This design comes from an exercise in tuning for small area, a short achievable clock period and few clock cycles per item on the open sky130 flow, not from production work.
The RTL was checked by simulation tests, not by an equivalence proof against the original design.
Power is estimated from default activity; no workload was simulated.

## flow/design.v (module list and top-level ports; edited modules follow where they fit)
// module fsk_goertzel_demod: 884 lines
module fsk_goertzel_demod (
    input  wire        clk,
    input  wire        rst,
    input  wire        in_valid,
    output wire        in_ready,
    input  wire [1:0]  in_cmd,
    input  wire [15:0] in_data,
    input  wire [15:0] cfg_spb,
    input  wire [15:0] cfg_coeff0,
    input  wire [15:0] cfg_coeff1,
    output reg         out_valid,
    output reg  [7:0]  out_byte
);
  // ...
==> flow/flow/run.sh <==
#!/bin/bash
# Own layout flow: the standard ORFS flow, with the port buffers chosen as
# buf_6 cells and timing repair aiming at a setup slack well above the 20 ns
# clock's (the clock period and all constraints are unchanged).
set -euo pipefail
export BUFFER_PORTS_ARGS="-buffer_cell sky130_fd_sc_hd__buf_6"
export SETUP_SLACK_MARGIN=14.9
bash standard.sh synth > synth.log 2>&1
bash standard.sh > layout.log 2>&1
==> flow/standard.sh <==
#!/bin/bash
# synth_recipe.tcl (not shown) runs the flow's synth.tcl, then flattens the netlist and writes it again
# the make line also repeats each setting of config.mk as NAME=value (left out here)
make -C /OpenROAD-flow-scripts/flow DESIGN_CONFIG=/design/flow/config.mk WORK_HOME=/design/flow/orfs CLKGATE_MAP_FILE= SYNTH_SCRIPT=/design/flow/synth_recipe.tcl "${@:-finish}"
==> flow/config.mk <==
export PLATFORM = sky130hd
export DESIGN_NAME = fsk_goertzel_demod
export DESIGN_NICKNAME = fsk_goertzel_demod
export VERILOG_FILES = /design/flow/design.v
export SDC_FILE = /design/flow/constraint.sdc
export NUM_CORES = 4
export LEC_CHECK = 0
export CAP_MARGIN = 20
export CORE_MARGIN = 2
export CORE_UTILIZATION = 40
export SLEW_MARGIN = 20
==> flow/constraint.sdc <==
create_clock -name core_clock -period 20.0 [get_ports {clk}]
set_input_delay 4.0000 -clock core_clock [delete_from_list [all_inputs] [get_ports {clk}]]
set_output_delay 4.0000 -clock core_clock [all_outputs]
set_load 0.01 [all_outputs]
==> reports/qor.csv, run 1 <==
stage;metric;value;unit
pwr;Design Power;0.005566;W
place;Post-Place Setup Slack;15.17;ns
layout;final net count;3280;
logic_synthesis;Primary FF master, synth;dfxtp_1;
logic_synthesis;main combinational cell family by area after synthesis;adder cells;
logic_synthesis;Synth area leader;dfxtp_1;
pwr;Seq power;0.00127;W
timing;Setup-failing EPs final;0;
timing;relative slew slack;34.90;%
layout;Layout Cell Area excl Fill;0.03049;mm²
layout;clock buffers;57;
drt;Remaining DRCs;0;
grt;met2 usage;32.60;%
min_path;Hold Crit Class;reg -> reg;
clock_network;CTS tree;yes;
logic_synthesis;Post-Syn Area;0.02706;mm²
worst_setup_path;crit path capture type;output pin;
clock_network;Worst-Skew Late Latency;0.61;ns
layout;Sequential cell area;0.009762;mm²
logic_synthesis;Area contributors post-synth;dfxtp_1, fa_1, xnor2_1;
worst_setup_path;Reg2Reg Setup Slack;15.24;ns
layout;Buffers, non-clock;116;
timing;period utilization;25.28;%
logic_synthesis;fraction of synthesized area in multiplexers;3.560;%
layout;Clock-cell share;5.799;%
worst_setup_path;WS Path Type;reg -> out;
outcome;status;no timing/DRC/antenna violations;
logic_synthesis;syn_nets;3282;
grt;GRT busiest layer;met2;
pwr;Flop pwr share;22.8;%
drt;mean routed wirelength per cell;18.04;µm
clock_network;Hold Buf Count CTS;0;
pwr;combinational cell power;0.00333;W
pwr;clock power share;17.4;%
logic_synthesis;adder-cell share of the synthesized area;19.08;%
die;Die H;264.1;µm
logic_synthesis;Synth Instances;2909;
Testbench counts, summed over its fixed seeds: cycles 269,736, items 384.
==> inputs of run 2 (changes only) <==
--- a/flow/design.v
+++ b/flow/design.v
@@ -15,17 +15,17 @@
     reg        v0;
     reg [1:0]  c0;
     reg [15:0] xr;
     assign in_ready = rdy_o;
     reg        active, pre, wl, cm2, wl2;
     reg [3:0]  pcnt;
     reg [15:0] wcnt, spb;
     reg [15:0] ca, cb;
-    reg        ida, idb, fra, frb, frm;    
+    reg        ida, fra, frb, frm;         
     reg [23:0] s1a, s2a, s1b, s2b;
     reg [23:0] r1s, r1t;
     reg         r1c;
     wire [23:0] r1s_d, r1t_d;
     wire        r1c_d;
     wire [23:0] r2;
     reg [5:0]  ec;
     reg [1:0]  ej;
@@ -58,17 +58,16 @@
     wire [5:0]  ec_n = trig ? 6'd1 : (ec == 6'd0 || ec == 6'd46) ? 6'd0 : ec + 6'd1;
     wire        stall_n = trig || (ec_n != 6'd0 && ((wl_n && dm_n) || pe_n));
     wire        rdy_n   = !((in_valid && rdy && in_cmd == 2'd0 && dm_n) || stall_n);
     wire        rdy_o_n = !(stall_n || (in_valid && rdy_o && in_cmd == 2'd0 && dm_n));
     wire        commit  = do_data || cm2;
     wire        wlast_c = do_data ? wl : wl2;
     wire [15:0] xe  = frm ? 16'd0 : xr;
     wire [23:0] s2e = frm ? 24'd0 : s2b;       
-    wire [23:0] s2m = fra ? 24'd0 : s2a;       
 wire p1_n0 = ca[1] & ~(ca[0] & 1'b0);
 wire p1_o0 = ca[0] ^ 1'b0;
 wire p1_t0 = (ca[1] & ~ca[0] & ~1'b0) | (~ca[1] & ca[0] & 1'b0);
 wire [23:0] p1_y0 = s1a ^ {24{p1_n0}};
 wire p1_pp0_0 = ((p1_o0 & p1_y0[0]) | (p1_t0 & p1_n0));
 wire p1_pp0_1 = ((p1_o0 & p1_y0[1]) | (p1_t0 & p1_y0[0]));
 wire p1_pp0_2 = ((p1_o0 & p1_y0[2]) | (p1_t0 & p1_y0[1]));
 wire p1_pp0_3 = ((p1_o0 & p1_y0[3]) | (p1_t0 & p1_y0[2]));
@@ -802,18 +801,17 @@
         s2b <= s2a;
         frb <= clr ? 1'b1 : fra;
         frm <= fra || clr;
         s1a <= commit ? (frb ? {{8{xr[15]}}, xr} : r2) : s1b;
         s2a <= commit ? (frb ? 24'd0 : s1b) : s2b;
         fra <= clr ? 1'b1 : commit ? wlast_c : frb;
         ca  <= ld_cfg ? cfg_coeff0 : cb;
         cb  <= ld_cfg ? cfg_coeff1 : ca;
-        ida <= ld_cfg ? 1'b0 : idb;
-        idb <= ld_cfg ? 1'b1 : ida;
+        ida <= ld_cfg ? 1'b0 : !ida;
         r1s <= r1s_d;
         r1t <= r1t_d;
         r1c <= r1c_d;
         if (ld_cfg) spb <= cfg_spb;
         if (rdy) xr <= in_data;
         c0  <= in_cmd;
         wcnt <= wcnt_n;
         wl   <= wl_n;
@@ -843,17 +841,17 @@
         f_mc  <= ec_n >= 6'd2 && ec_n <= 6'd4;
         f_pre <= ec_n >= 6'd2 && ec_n <= 6'd6;
         f_e2  <= ej_n == 2'd2;
         f_dec <= ec_n == 6'd46 && !rst;
         bq_one <= d1[1] ^ d1[0];
         bq_two <= (d1[2] & ~d1[1] & ~d1[0]) | (~d1[2] & d1[1] & d1[0]);
         bq_neg <= d1[2];
         if (trig) begin
-            eida  <= idb;
+            eida  <= !ida;
             last8 <= bcnt == 3'd7;
         end
         if (rst) begin
             rdy       <= 1'b1;
             rdy_o     <= 1'b1;
             v0        <= 1'b0;
             active    <= 1'b0;
             pre       <= 1'b1;
==> flow/flow/run.sh (replaced) <==
#!/bin/bash
# Own layout flow: the standard ORFS flow (standard.sh, with its standard
# synthesis unchanged), with two changes in how the layout is made:
#  - the port buffers that buffer_ports inserts are buf_2 cells;
#  - timing repair (after CTS and after global routing) aims at a setup slack
#    of 14.9 ns on the unchanged 20 ns clock, so it sizes the critical paths.
# The clock period, the SDC and all other constraints are the standard flow's.
# Each step's full output: synth.log and layout.log here, and the per-tool logs
# that ORFS writes under orfs/logs/.
set -euo pipefail
export BUFFER_PORTS_ARGS="-buffer_cell sky130_fd_sc_hd__buf_2"
export SETUP_SLACK_MARGIN=14.9
bash standard.sh synth > synth.log 2>&1
bash standard.sh > layout.log 2>&1
==> flow/config.mk (replaced) <==
export PLATFORM = sky130hd
export DESIGN_NAME = fsk_goertzel_demod
export DESIGN_NICKNAME = fsk_goertzel_demod
export VERILOG_FILES = /design/flow/design.v
export SDC_FILE = /design/flow/constraint.sdc
export NUM_CORES = 4
export LEC_CHECK = 0
export CAP_MARGIN = 20
export CORE_MARGIN = 2
export CORE_UTILIZATION = 40
export CTS_BUF_LIST = sky130_fd_sc_hd__clkbuf_8
export SLEW_MARGIN = 20
==> run 2 against run 1 <==
Still clean on timing, DRC and antenna. Maximum frequency decreased by 0.93%. Die area increased by 0.19%. Clock power decreased by 11%. Flip-flop and latch count decreased by 1. Core utilization decreased by 0.99 points. Register-to-register slack got worse by 0.05 ns. Via count increased by 0.35%. Largest power group unchanged.
==> reports/qor.csv, run 2 <==
stage;metric;value;unit;change
pwr;Design Power;0.005337;W;was 0.005566 W
worst_setup_path;Critical Path Start;rdy_o$_SDFF_PP1_;;unchanged
layout;commonest non-fill, non-tap cell in the layout;dfxtp_1;;unchanged
worst_setup_path;R2R Path End;r1c$_DFF_P_;;was s1a[23]$_DFF_P_
worst_setup_path;Crit. path cell count;1;;unchanged
logic_synthesis;Primary FF master, synth;dfxtp_1;;unchanged
clock_network;CTS H-tree lvls;3;;was 2
worst_setup_path;startpoint types;register;;unchanged
logic_synthesis;Synth area leader;dfxtp_1;;unchanged
logic_synthesis;post-synthesis sequential area ratio;35.92;%;was 36.06%
clock_network;clk sinks;466;;was 467
timing;Slew @ Worst Pin;1.003;ns;was 0.9700 ns
layout;Sequential cell area;0.009744;mm²;was 0.009762 mm²
drt;Post-DRT Antenna Nets;0;;unchanged
timing;RSZ-0062 raised after global routing;yes;;was no
worst_setup_path;CP peak stage delay;0.32;ns;was 0.35 ns
die;Die X-Extent;264.4;µm;was 264.1 µm
clock_network;root buf cell;clkbuf_8;;was clkbuf_16
logic_synthesis;Yosys warning count;1;;unchanged
logic_synthesis;Area contributors post-synth;dfxtp_1, fa_1, xnor2_1;;unchanged
logic_synthesis;Synth Instances;2901;;was 2,909
grt;total track usage;19.63;%;was 19.76%
die;Ports;79;;unchanged
logic_synthesis;top cell type's share of synthesized area;31.38;%;was 31.51%
worst_setup_path;Data arrival, critical path;1.10;ns;was 1.06 ns
die;die area;0.06989;mm²;was 0.06975 mm²
layout;Post-Layout Cell Count;3857;;was 3,821
drt;Remaining DRCs;0;;unchanged
clock_network;clock-pin slew on the worst setup and hold paths;0.06;ns;about the same
pwr;leakage;12.26;nW;was 12.53 nW
worst_setup_path;worst reg2reg startpoint;ca[1]$_DFF_P_;;was frm$_DFF_P_
place;IO buf count;78;;unchanged
timing;clock skew;0.03229;ns;was 0.04451 ns
layout;final design utilization;44.49;%;was 45.48%
timing;Total Neg Setup Slack;0;ns;unchanged
pwr;PD cells;178.6;mW/mm²;was 182.6 mW/mm²
timing;FMAX;0.1960;GHz;was 0.1978 GHz
worst_setup_path;crit path to;in_ready;;unchanged
worst_setup_path;sequence of cells on the critical path;buf_6;;unchanged
logic_synthesis;Synth top cells by count;dfxtp_1, nand2_1, inv_1, nor2_1, xnor2_1;;was dfxtp_1, nand2_1, inv_1, nor2_1
logic_synthesis;Post-Syn Area;0.02711;mm²;was 0.02706 mm²
layout;final net count;3298;;was 3,280
timing;count of final hold-check violations;0;;unchanged
pwr;peak supply drop;108.4;µV;was 127.5 µV
place;dpl cell area;0.02824;mm²;was 0.02872 mm²
die;Core ar.;0.06716;mm²;was 0.06704 mm²
worst_setup_path;Req. time, crit path;16.00;ns;about the same
layout;Filler Cell Count;6429;;was 6,414
timing;period utilization;25.51;%;was 25.28%
worst_setup_path;r2r worst-path depth;19;;was 14
logic_synthesis;Post-synth EDFFs;41;;unchanged
timing;Pins Over Slew Limit;0;;unchanged
outcome;status;no timing/DRC/antenna violations;;unchanged
drt;via-per-instance ratio;5.280;;was 5.311
grt;initial antenna violation count;1;;was 0
layout;most frequent cells in the layout;dfxtp_1, inv_1, nand2_1;;was dfxtp_1, nand2_1, inv_1
worst_setup_path;delay-heaviest family, CP;flip-flops;;unchanged
place;dpl cells;3716;;was 3,729
layout;share of cells above drive strength 1;9.393;%;was 8.073%
timing;minimum clock period;5.102;ns;was 5.055 ns
grt;largest net degree at the start of global routing;85;;was 83
layout;max reg flops;28;;unchanged
drt;mean routed wirelength per cell;17.76;µm;was 18.04 µm
place;DP HPWL;52310;µm;was 52,960 µm
logic_synthesis;syn_nets;3274;;was 3,282
grt;gr ovfl total;0;;unchanged
die;Initial Util;40.37;%;about the same
die;Die H;264.4;µm;was 264.1 µm
timing;Setup-failing EPs final;0;;unchanged
worst_setup_path;slowest CP cell;dfxtp_2;;unchanged
layout;biggest regs;acc (28), d1 (26), d2 (26);;unchanged
worst_setup_path;WS Path Type;reg -> out;;unchanged
worst_setup_path;Reg2Reg Setup Slack;15.19;ns;was 15.24 ns
logic_synthesis;count leader, synth;dfxtp_1;;unchanged
grt;first-pass GRT wire length;110300;µm;was 110,600 µm
drt;1st-pass router iterations;5;;unchanged
logic_synthesis;post-synth cell types;89;;was 80
logic_synthesis;async set or reset register ratio after synthesis;0;%;unchanged
min_path;Hold Crit Class;reg -> reg;;unchanged
timing;relative slew slack;32.69;%;was 34.90%
worst_setup_path;largest fanout on the critical path;2;;unchanged
drt;via count;20370;;was 20,290
run;total of max-cap violations;0;;unchanged
clock_network;CTS tree;yes;;unchanged
die;row count;95;;unchanged
worst_setup_path;crit path capture type;output pin;;unchanged
layout;Layout Cell Area excl Fill;0.02988;mm²;was 0.03049 mm²
logic_synthesis;synthesized flop and latch total;466;;was 467
layout;Reg with most FFs;acc;;unchanged
grt;vias in the first global route;20740;;was 20,580
drt;Post-Route WL;68500;µm;was 68,930 µm
layout;area occupied by multi-input gates;0.01572;mm²;was 0.01567 mm²
place;GP Congestion;0.9191;;was 0.9016
clock_network;clk buf depth;3;;unchanged
worst_setup_path;crit path buf inv count;1;;unchanged
layout;synthesis-to-layout area growth;10.19;%;was 12.65%
clock_network;CTS buffer count;80;;was 49
clock_network;Worst-Skew Late Latency;0.67;ns;was 0.61 ns
logic_synthesis;Synth Area per Inst;9.347;µm²;was 9.303 µm²
drt;First DRT Iteration DRCs;1221;;was 1,222
run 2: power breakdown:
group	total, W	internal [W]	leakage, nW	switching (W)
Clock	0.000862	0.000462	0.920	0.000399
Combinational	0.00320	0.00128	7.40	0.00193
Sequential	0.00127	0.00115	3.94	0.000120
Total	0.00534	0.00289	12.3	0.00245
run 2: worst min path at each step:
stage                      to  cells past startpoint  slack [ns]      startpoint
6_report       d0[18]$_DFF_P_                      0        0.32  d1[18]$_DFF_P_
5_1_grt        d0[22]$_DFF_P_                      0        0.33  d1[22]$_DFF_P_
4_1_cts         d1[8]$_DFF_P_                      0        0.32   d2[8]$_DFF_P_
3_5_place_dp   m0[18]$_DFF_P_                      0        0.31  m1[18]$_DFF_P_
3_3_place_gp   m0[13]$_DFF_P_                      0        0.31  m1[13]$_DFF_P_
2_1_floorplan  d0[10]$_DFF_P_                      0        0.31  d1[10]$_DFF_P_
run 2: kinds of logic (layout without fill, tap and decap cells):
family	Yosys count	count (layout)	synth area share (%)
AOI/OAI and AO/OA	582	582	13.44
xor gates and xnor gates	288	288	9.303
adders and majority gates	304	304	19.04
buffers and inverters	449	529	6.308
DFF	466	466	35.92
muxes	102	102	3.784
other	0	3	0
and+or+nand+nor	710	710	12.21
run 2: repair_timing:
| item | in CTS | in global routing |
|---|---|---|
| gates resized for setup | 2 | 4 |
| buffers inserted | 0 | 0 |
| endpoints found under the setup margin | 10 | 14 |
| hold buffers | 0 | 0 |
| pin swaps | 0 | 0 |
run 2: through the flow:
stage	hold WS (ns)	worst slack [ns]
after floorplan	0.3096	15.19
after global placement	0.3098	15.01
after detailed placement	0.3121	14.93
after CTS	0.3200	14.85
after global routing	0.3265	14.85
final	0.3170	14.90
run 2: area by class of cell:
cell class / instances / area share (%)
antenna: 3 / 0.02513
clock buffer: 95 / 4.376
clock inverter: 43 / 0.9925
inverter: 278 / 3.492
multi-input combinational: 1986 / 52.62
sequential: 466 / 32.61
tap: 873 / 3.656
timing repair buffer: 113 / 2.228
run 2: per-layer routing:
metal | track usage (%) | vias up | wire length [µm]
met2 | 31.79 | 587 | 31240
li1 | - | 9784 | -
met5 | 0 | - | 0
met4 | 8.400 | 0 | 2673
met3 | 3.093 | 160 | 3480
met1 | 26.09 | 9834 | 31100
Testbench counts of run 2, summed over its fixed seeds: cycles 269,736, items 384.
==> inputs of run 3 (changes only) <==
--- a/flow/config.mk
+++ b/flow/config.mk
@@ -10,3 +10,2 @@
 export CORE_UTILIZATION = 40
-export CTS_BUF_LIST = sky130_fd_sc_hd__clkbuf_8
 export SLEW_MARGIN = 20
==> run 3 against run 2 <==
Critical path type unchanged. Largest cell class unchanged. Routed wire length shrank 0.69%. Still clean. Die area is the same. Via count shrank 1.1%. Sequential share of layout area shrank 0.17 points. Combinational power is essentially flat.
==> reports/qor.csv, run 3 <==
stage;metric;value;unit;change
logic_synthesis;async set or reset register ratio after synthesis;0;%;unchanged
layout;Reg with most FFs;acc;;unchanged
worst_setup_path;crit path capture type;output pin;;unchanged
logic_synthesis;Synth Area per Inst;9.347;µm²;unchanged
drt;First DRT Iteration DRCs;1173;;was 1,221
logic_synthesis;Post-synth EDFFs;41;;unchanged
pwr;Switching Fraction;44.73;%;was 45.82%
drt;1st-pass router iterations;6;;was 5
pwr;internal cell power;0.003018;W;was 0.002891 W
logic_synthesis;synthesized flop and latch total;466;;unchanged
place;IO buf count;78;;unchanged
worst_setup_path;crit path buf inv count;1;;unchanged
timing;clock skew;0.02139;ns;was 0.03229 ns
drt;mean routed wirelength per cell;17.84;µm;was 17.76 µm
clock_network;CTS H-tree lvls;2;;was 3
timing;minimum clock period;5.036;ns;was 5.102 ns
drt;via-per-instance ratio;5.282;;was 5.280
die;die area;0.06989;mm²;unchanged
worst_setup_path;CP peak stage delay;0.32;ns;about the same
grt;first-pass GRT wire length;109600;µm;was 110,300 µm
place;GP Congestion;0.9191;;unchanged
drt;via count;20130;;was 20,370
layout;synthesis-to-layout area growth;10.75;%;was 10.19%
min_path;Hold Crit Depth;0;;unchanged
die;Initial Util;40.37;%;unchanged
drt;uppermost layer routed;met4;;unchanged
drt;Met2 Wirelength;30930;µm;was 31,240 µm
layout;max reg flops;28;;unchanged
run;total of max-cap violations;0;;unchanged
grt;total track usage;19.45;%;was 19.63%
clock_network;clk sinks;466;;unchanged
drt;Post-DRT Antenna Nets;0;;unchanged
worst_setup_path;R2R Path End;r1c$_DFF_P_;;unchanged
logic_synthesis;Post-Syn Area;0.02711;mm²;unchanged
logic_synthesis;Synth area leader;dfxtp_1;;unchanged
logic_synthesis;top cell type's share of synthesized area;31.38;%;unchanged
pwr;Design Power;0.005460;W;was 0.005337 W
timing;RSZ-0062 raised after global routing;yes;;unchanged
worst_setup_path;r2r worst-path depth;19;;unchanged
logic_synthesis;post-synthesis sequential area ratio;35.92;%;unchanged
timing;Pins Over Slew Limit;0;;unchanged
min_path;hold path start;d1[25]$_DFF_P_;;was d1[18]$_DFF_P_
layout;share of cells above drive strength 1;8.577;%;was 9.393%
pwr;clock power share;18.0;%;was 16.1%
worst_setup_path;startpoint types;register;;unchanged
worst_setup_path;sequence of cells on the critical path;buf_2;;was buf_6
grt;vias in the first global route;20540;;was 20,740
pwr;combinational power share;58.7;%;was 60.0%
timing;Slew @ Worst Pin;1.019;ns;was 1.003 ns
logic_synthesis;Primary FF master, synth;dfxtp_1;;unchanged
worst_setup_path;largest fanout on the critical path;2;;unchanged
logic_synthesis;syn_nets;3274;;unchanged
grt;largest net degree at the start of global routing;85;;unchanged
drt;WL met1;31280;µm;was 31,100 µm
logic_synthesis;Synth top cells by count;dfxtp_1, nand2_1, inv_1, nor2_1, xnor2_1;;unchanged
outcome;status;no timing/DRC/antenna violations;;unchanged
timing;count of final hold-check violations;0;;unchanged
clock_network;clk buf depth;3;;unchanged
pwr;PD cells;181.8;mW/mm²;was 178.6 mW/mm²
place;DP HPWL;52310;µm;unchanged
clock_network;CTS tree;yes;;unchanged
drt;Remaining DRCs;0;;unchanged
grt;gr ovfl total;0;;unchanged
die;Ports;79;;unchanged
layout;most frequent cells in the layout;dfxtp_1, nand2_1, inv_1;;was dfxtp_1, inv_1, nand2_1
timing;FMAX;0.1986;GHz;was 0.1960 GHz
min_path;Hold Crit Class;reg -> reg;;unchanged
layout;biggest regs;acc (28), d1 (26), d2 (26);;unchanged
timing;relative slew slack;31.62;%;was 32.69%
worst_setup_path;WS Path Type;reg -> out;;unchanged
die;row count;95;;unchanged
worst_setup_path;worst reg2reg startpoint;ca[1]$_DFF_P_;;unchanged
die;Die H;264.4;µm;unchanged
worst_setup_path;Req. time, crit path;16.00;ns;about the same
logic_synthesis;Yosys warning count;1;;unchanged
logic_synthesis;post-synth cell types;89;;unchanged
pwr;leakage;12.20;nW;was 12.26 nW
pwr;Sw Pwr;0.002442;W;was 0.002445 W
worst_setup_path;slowest CP cell;dfxtp_1;;was dfxtp_2
worst_setup_path;delay-heaviest family, CP;flip-flops;;unchanged
layout;commonest non-fill, non-tap cell in the layout;dfxtp_1;;unchanged
timing;Total Neg Setup Slack;0;ns;unchanged
layout;Layout Cell Area excl Fill;0.03003;mm²;was 0.02988 mm²
clock_network;clock-pin slew on the worst setup and hold paths;0.06;ns;about the same
clock_network;CTS buffer count;51;;was 80
clock_network;root buf cell;clkbuf_16;;was clkbuf_8
grt;initial antenna violation count;0;;was 1
die;Core ar.;0.06716;mm²;unchanged
die;Die X-Extent;264.4;µm;unchanged
layout;final design utilization;44.71;%;was 44.49%
worst_setup_path;Data arrival, critical path;1.04;ns;was 1.10 ns
layout;final net count;3269;;was 3,298
drt;metal3 WL;3117;µm;was 3480 µm
pwr;peak supply drop;127.1;µV;was 108.4 µV
clock_network;Worst-Skew Late Latency;0.59;ns;was 0.67 ns
logic_synthesis;count leader, synth;dfxtp_1;;unchanged
logic_synthesis;Synth Instances;2901;;unchanged
worst_setup_path;Reg2Reg Setup Slack;15.20;ns;was 15.19 ns
logic_synthesis;Area contributors post-synth;dfxtp_1, fa_1, xnor2_1;;unchanged
timing;Setup-failing EPs final;0;;unchanged
place;dpl cell area;0.02824;mm²;unchanged
timing;period utilization;25.18;%;was 25.51%
min_path;hold path endpoint;d0[25]$_DFF_P_;;was d0[18]$_DFF_P_
pwr;Flop pwr share;23.3;%;was 23.8%
drt;Post-Route WL;68020;µm;was 68,500 µm
[run 3: power by group through the flow]
stage | logic (W) | registers (W) | clock network, W
2_1_floorplan | 0.00239 | 0.00124 | 0
3_3_place_gp | 0.00309 | 0.00129 | 0
3_5_place_dp | 0.00316 | 0.00129 | 0
4_1_cts | 0.00319 | 0.00127 | 0.00101
5_1_grt | 0.00361 | 0.00129 | 0.00105
6_report | 0.00321 | 0.00127 | 0.000983
[run 3: kinds of logic (layout without fill, tap and decap cells)]
| kind of cell | count (synthesis) | in the layout | synth area share, % |
|---|---|---|---|
| adders and majority gates | 304 | 304 | 19.04 |
| DFF | 466 | 466 | 35.92 |
| AOI/OAI and AO/OA | 582 | 582 | 13.44 |
| muxes | 102 | 102 | 3.784 |
| other | 0 | 1 | 0 |
| buffers and inverters | 449 | 486 | 6.308 |
| and+or+nand+nor | 710 | 710 | 12.21 |
| xor gates and xnor gates | 288 | 288 | 9.303 |
[run 3: worst max path at each step]
stage	from	slack, ns	end	depth (start not counted)
after floorplan	rst	15.19	f_dec$_DFF_P_	3
after global placement	rst	15.01	f_dec$_DFF_P_	3
after detailed placement	ca[1]$_DFF_P_	14.93	r1c$_DFF_P_	19
after CTS	rdy_o$_SDFF_PP1_	14.93	in_ready	1
after global routing	ca[1]$_DFF_P_	14.87	r1c$_DFF_P_	19
final	rdy_o$_SDFF_PP1_	14.96	in_ready	1
[run 3: what timing repair did]
item	CTS	global route
setup endpoints to repair	0	4
buffers inserted	0	0
resized for setup	0	2
hold buffers	0	0
[run 3: final cells by class]
| type | instances | area [µm²] |
|---|---|---|
| sequential | 466 | 9742 |
| antenna | 1 | 2.502 |
| timing repair buffer | 113 | 653.1 |
| multi-input combinational | 1986 | 15720 |
| fill | 6371 | 37130 |
| clock inverter | 27 | 334.1 |
| tap | 873 | 1092 |
| clock buffer | 68 | 1440 |
| inverter | 278 | 1044 |
[run 3: metal layers]
layer  up-vias  GRT usage, %
met3       161         2.759
met5         -             0
met4         0         7.955
li1       9717             -
met1      9732         26.10
met2       524         31.59
[run 3: per-stage QoR]
stage | cells | hold slack [ns] | setup WS, ns
after detailed placement | 3716 | 0.3121 | 14.93
after floorplan | 2901 | 0.3096 | 15.19
after global placement | 3716 | 0.3098 | 15.01
after global routing | 3811 | 0.3179 | 14.87
final | 3812 | 0.3210 | 14.96
after CTS | 3811 | 0.3200 | 14.93
==> inputs of run 4 (changes only) <==
--- a/flow/config.mk
+++ b/flow/config.mk
@@ -10,2 +10,3 @@
 export CORE_UTILIZATION = 40
+export CTS_BUF_LIST = sky130_fd_sc_hd__clkbuf_4 sky130_fd_sc_hd__clkbuf_16
 export SLEW_MARGIN = 20
==> run 4 against run 3 <==
Still clean. Routed wire length rose by 0.14%. Total power fell by 0.47%. Clock skew fell by 0.00063 ns.
==> reports/qor.csv, run 4 <==
stage;metric;value;unit;change
pwr;Sw Pwr;0.002444;W;was 0.002442 W
timing;minimum clock period;5.035;ns;was 5.036 ns
drt;via count;20210;;was 20,130
worst_setup_path;CP peak stage delay;0.32;ns;about the same
layout;share of cells above drive strength 1;8.509;%;was 8.577%
worst_setup_path;r2r worst-path depth;19;;unchanged
worst_setup_path;crit path capture type;output pin;;unchanged
layout;biggest regs;acc (28), d1 (26), d2 (26);;unchanged
layout;final net count;3269;;unchanged
worst_setup_path;largest fanout on the critical path;2;;unchanged
logic_synthesis;Synth area leader;dfxtp_1;;unchanged
logic_synthesis;post-synth cell types;89;;unchanged
logic_synthesis;Primary FF master, synth;dfxtp_1;;unchanged
run;total of max-cap violations;0;;unchanged
logic_synthesis;Area contributors post-synth;dfxtp_1, fa_1, xnor2_1;;unchanged
timing;FMAX;0.1986;GHz;about the same
logic_synthesis;Post-synth EDFFs;41;;unchanged
worst_setup_path;Reg2Reg Setup Slack;15.20;ns;about the same
grt;GRT busiest layer;met2;;unchanged
pwr;peak supply drop;124.9;µV;was 127.1 µV
timing;relative slew slack;32.63;%;was 31.62%
worst_setup_path;WS Path Type;reg -> out;;unchanged
die;row count;95;;unchanged
clock_network;clk sinks;466;;unchanged
logic_synthesis;Yosys warning count;1;;unchanged
drt;Remaining DRCs;0;;unchanged
place;IO buf count;78;;unchanged
drt;Post-Route WL;68120;µm;was 68,020 µm
min_path;Hold Crit Class;reg -> reg;;unchanged
worst_setup_path;slowest CP cell;dfxtp_1;;unchanged
die;Initial Util;40.37;%;unchanged
logic_synthesis;synthesized flop and latch total;466;;unchanged
timing;clock skew;0.02076;ns;was 0.02139 ns
grt;first-pass GRT wire length;109600;µm;about the same
die;Ports;79;;unchanged
clock_network;CTS tree;yes;;unchanged
layout;Reg with most FFs;acc;;unchanged
drt;mean routed wirelength per cell;17.87;µm;was 17.84 µm
place;dpl cell area;0.02824;mm²;unchanged
pwr;leakage;12.18;nW;was 12.20 nW
worst_setup_path;Data arrival, critical path;1.03;ns;was 1.04 ns
clock_network;Worst-Skew Late Latency;0.60;ns;was 0.59 ns
timing;Total Neg Setup Slack;0;ns;unchanged
grt;vias in the first global route;20540;;unchanged
drt;via-per-instance ratio;5.303;;was 5.282
logic_synthesis;Synth Instances;2901;;unchanged
timing;count of final hold-check violations;0;;unchanged
die;Die X-Extent;264.4;µm;unchanged
logic_synthesis;count leader, synth;dfxtp_1;;unchanged
pwr;clock power share;17.5;%;was 18.0%
pwr;combinational power share;59.1;%;was 58.7%
pwr;Switching Fraction;44.98;%;was 44.73%
min_path;hold path endpoint;d0[25]$_DFF_P_;;unchanged
drt;1st-pass router iterations;6;;unchanged
layout;number of diodes;0;;was 1
clock_network;postcts setup bufs;0;;unchanged
logic_synthesis;top cell type's share of synthesized area;31.38;%;unchanged
grt;total track usage;19.46;%;was 19.45%
layout;max reg flops;28;;unchanged
logic_synthesis;Post-Syn Area;0.02711;mm²;unchanged
logic_synthesis;post-synthesis sequential area ratio;35.92;%;unchanged
logic_synthesis;Synth top cells by count;dfxtp_1, nand2_1, inv_1, nor2_1, xnor2_1;;unchanged
clock_network;root buf cell;clkbuf_16;;unchanged
pwr;Design Power;0.005434;W;was 0.005460 W
worst_setup_path;R2R Path End;r1c$_DFF_P_;;unchanged
layout;most frequent cells in the layout;dfxtp_1, nand2_1, inv_1;;unchanged
grt;routing usage on met3;2.759;%;unchanged
clock_network;clock-pin slew on the worst setup and hold paths;0.06;ns;about the same
pwr;Flop pwr share;23.4;%;was 23.3%
die;Die H;264.4;µm;unchanged
grt;largest net degree at the start of global routing;85;;unchanged
worst_setup_path;Critical Path Start;rdy_o$_SDFF_PP1_;;unchanged
outcome;status;no timing/DRC/antenna violations;;unchanged
grt;met2 usage;31.66;%;was 31.59%
timing;RSZ-0062 raised after global routing;yes;;unchanged
grt;initial antenna violation count;0;;unchanged
timing;Pins Over Slew Limit;0;;unchanged
min_path;hold path start;d1[25]$_DFF_P_;;unchanged
clock_network;CTS H-tree lvls;2;;unchanged
timing;Setup-failing EPs final;0;;unchanged
logic_synthesis;Synth Area per Inst;9.347;µm²;unchanged
die;Core ar.;0.06716;mm²;unchanged
worst_setup_path;delay-heaviest family, CP;flip-flops;;unchanged
layout;Layout Cell Area excl Fill;0.02995;mm²;was 0.03003 mm²
drt;Post-DRT Antenna Nets;0;;unchanged
die;die area;0.06989;mm²;unchanged
place;GP Congestion;0.9191;;unchanged
clock_network;CTS buffer count;51;;unchanged
grt;gr ovfl total;0;;unchanged
worst_setup_path;sequence of cells on the critical path;buf_2;;unchanged
pwr;PD cells;181.4;mW/mm²;was 181.8 mW/mm²
worst_setup_path;crit path buf inv count;1;;unchanged
worst_setup_path;worst reg2reg startpoint;ca[1]$_DFF_P_;;unchanged
logic_synthesis;async set or reset register ratio after synthesis;0;%;unchanged
drt;First DRT Iteration DRCs;1256;;was 1,173
place;DP HPWL;52310;µm;unchanged
min_path;Hold Crit Depth;0;;unchanged
layout;synthesis-to-layout area growth;10.47;%;was 10.75%
layout;commonest non-fill, non-tap cell in the layout;dfxtp_1;;unchanged
grt;GRT met1 Usage;26.08;%;was 26.10%
timing;period utilization;25.17;%;was 25.18%
logic_synthesis;syn_nets;3274;;unchanged
clock_network;clk buf depth;3;;unchanged
worst_setup_path;Req. time, crit path;16.00;ns;about the same
timing;Slew @ Worst Pin;1.004;ns;was 1.019 ns
pwr;internal cell power;0.002990;W;was 0.003018 W
timing;hold_ws;0.3198;ns;was 0.3210 ns
worst_setup_path;startpoint types;register;;unchanged
-- run 4: cell counts after synthesis --
Identical to the previous run, type by type.
-- run 4: how the worst max path moves through the flow --
| stage | endpoint | slack, ns | cells after the start |
|---|---|---|---|
| 4_1_cts | in_ready | 14.93 | 1 |
| 2_1_floorplan | f_dec$_DFF_P_ | 15.19 | 3 |
| 5_1_grt | r1c$_DFF_P_ | 14.87 | 19 |
| 3_3_place_gp | f_dec$_DFF_P_ | 15.01 | 3 |
| 3_5_place_dp | r1c$_DFF_P_ | 14.93 | 19 |
| 6_report | in_ready | 14.97 | 1 |
-- run 4: logic make-up (layout without fill, tap and decap cells) --
logic type | after synthesis | count (layout) | synth area share [%]
AOI/OAI and AO/OA | 582 | 582 | 13.44
xor gates and xnor gates | 288 | 288 | 9.303
adders and majority gates | 304 | 304 | 19.04
buffers and inverters | 449 | 486 | 6.308
DFF | 466 | 466 | 35.92
muxes | 102 | 102 | 3.784
and+or+nand+nor | 710 | 710 | 12.21
-- run 4: per-layer routing --
layer,share of wire [%],vias to the layer above
li1,-,9708
met1,46,9784
met2,46,569
met3,4.9,149
met4,3.9,0
met5,0,-
-- run 4: final cells by class --
type / instances / area, µm²
Fill cell: 6385 / 37210
Sequential cell: 466 / 9742
Inverter: 278 / 1044
Multi-Input combinational cell: 1986 / 15720
Clock buffer: 58 / 1329
Clock inverter: 37 / 371.6
Timing Repair Buffer: 113 / 653.1
Tap cell: 873 / 1092
-- run 4: power groups by stage --
| stage | registers, W | logic, W | clock network (W) |
|---|---|---|---|
| finish | 0.00127 | 0.00321 | 0.000953 |
| global route | 0.00129 | 0.00361 | 0.00102 |
| CTS | 0.00127 | 0.00319 | 0.000978 |
| detailed placement | 0.00129 | 0.00316 | 0 |
| global placement | 0.00129 | 0.00309 | 0 |
| floorplan | 0.00124 | 0.00239 | 0 |
-- run 4: stage by stage --
step | utilization [%] | setup WS, ns | instances
after detailed placement | 42.05 | 14.93 | 3716
after global routing | 44.60 | 14.87 | 3811
after CTS | 44.59 | 14.93 | 3811
after floorplan | - | 15.19 | 2901
after global placement | 42.05 | 15.01 | 3716
final | 44.60 | 14.97 | 3811
-- run 4: timing repair --
| action | 4_1_cts | 5_1_grt |
|---|---|---|
| endpoints found under the setup margin | 0 | 4 |
| hold buffers | 0 | 0 |
| resized for setup | 0 | 2 |

==> re-timing with driven ports <==
How much do the figures lean on ideal ports? The routed layouts below were timed once more, with nothing changed but the port constraints. Step 1 sets driving cells, clkbuf_16 on the clock port and buf_2 on the other inputs (assumed; they add their load-dependent delay and slew). Step 2, shift: input delay + t, output delay - t, t = (earliest + latest rising clock arrival at the registers) / 2. This alone moves slack from input paths to output paths. a / b / c = no drivers / after step 1 / after step 2; a / b = the first two.
run | t, ns | setup slack, ns | worst hold slack (ns) | worst data-port slew with drivers (ns)
run 1 | 0.649 | 14.945 / 14.888 / 15.165 | 0.318 / 0.318 / 0.318 | 0.06
run 2 | 0.717 | 14.898 / 14.840 / 14.978 | 0.317 / 0.317 / 0.317 | 0.04
run 3 | 0.647 | 14.964 / 14.903 / 14.980 | 0.321 / 0.321 / 0.321 | 0.04
run 4 | 0.646 | 14.965 / 14.905 / 14.976 | 0.320 / 0.320 / 0.320 | 0.04
After both steps setup and hold are still met in every run listed.
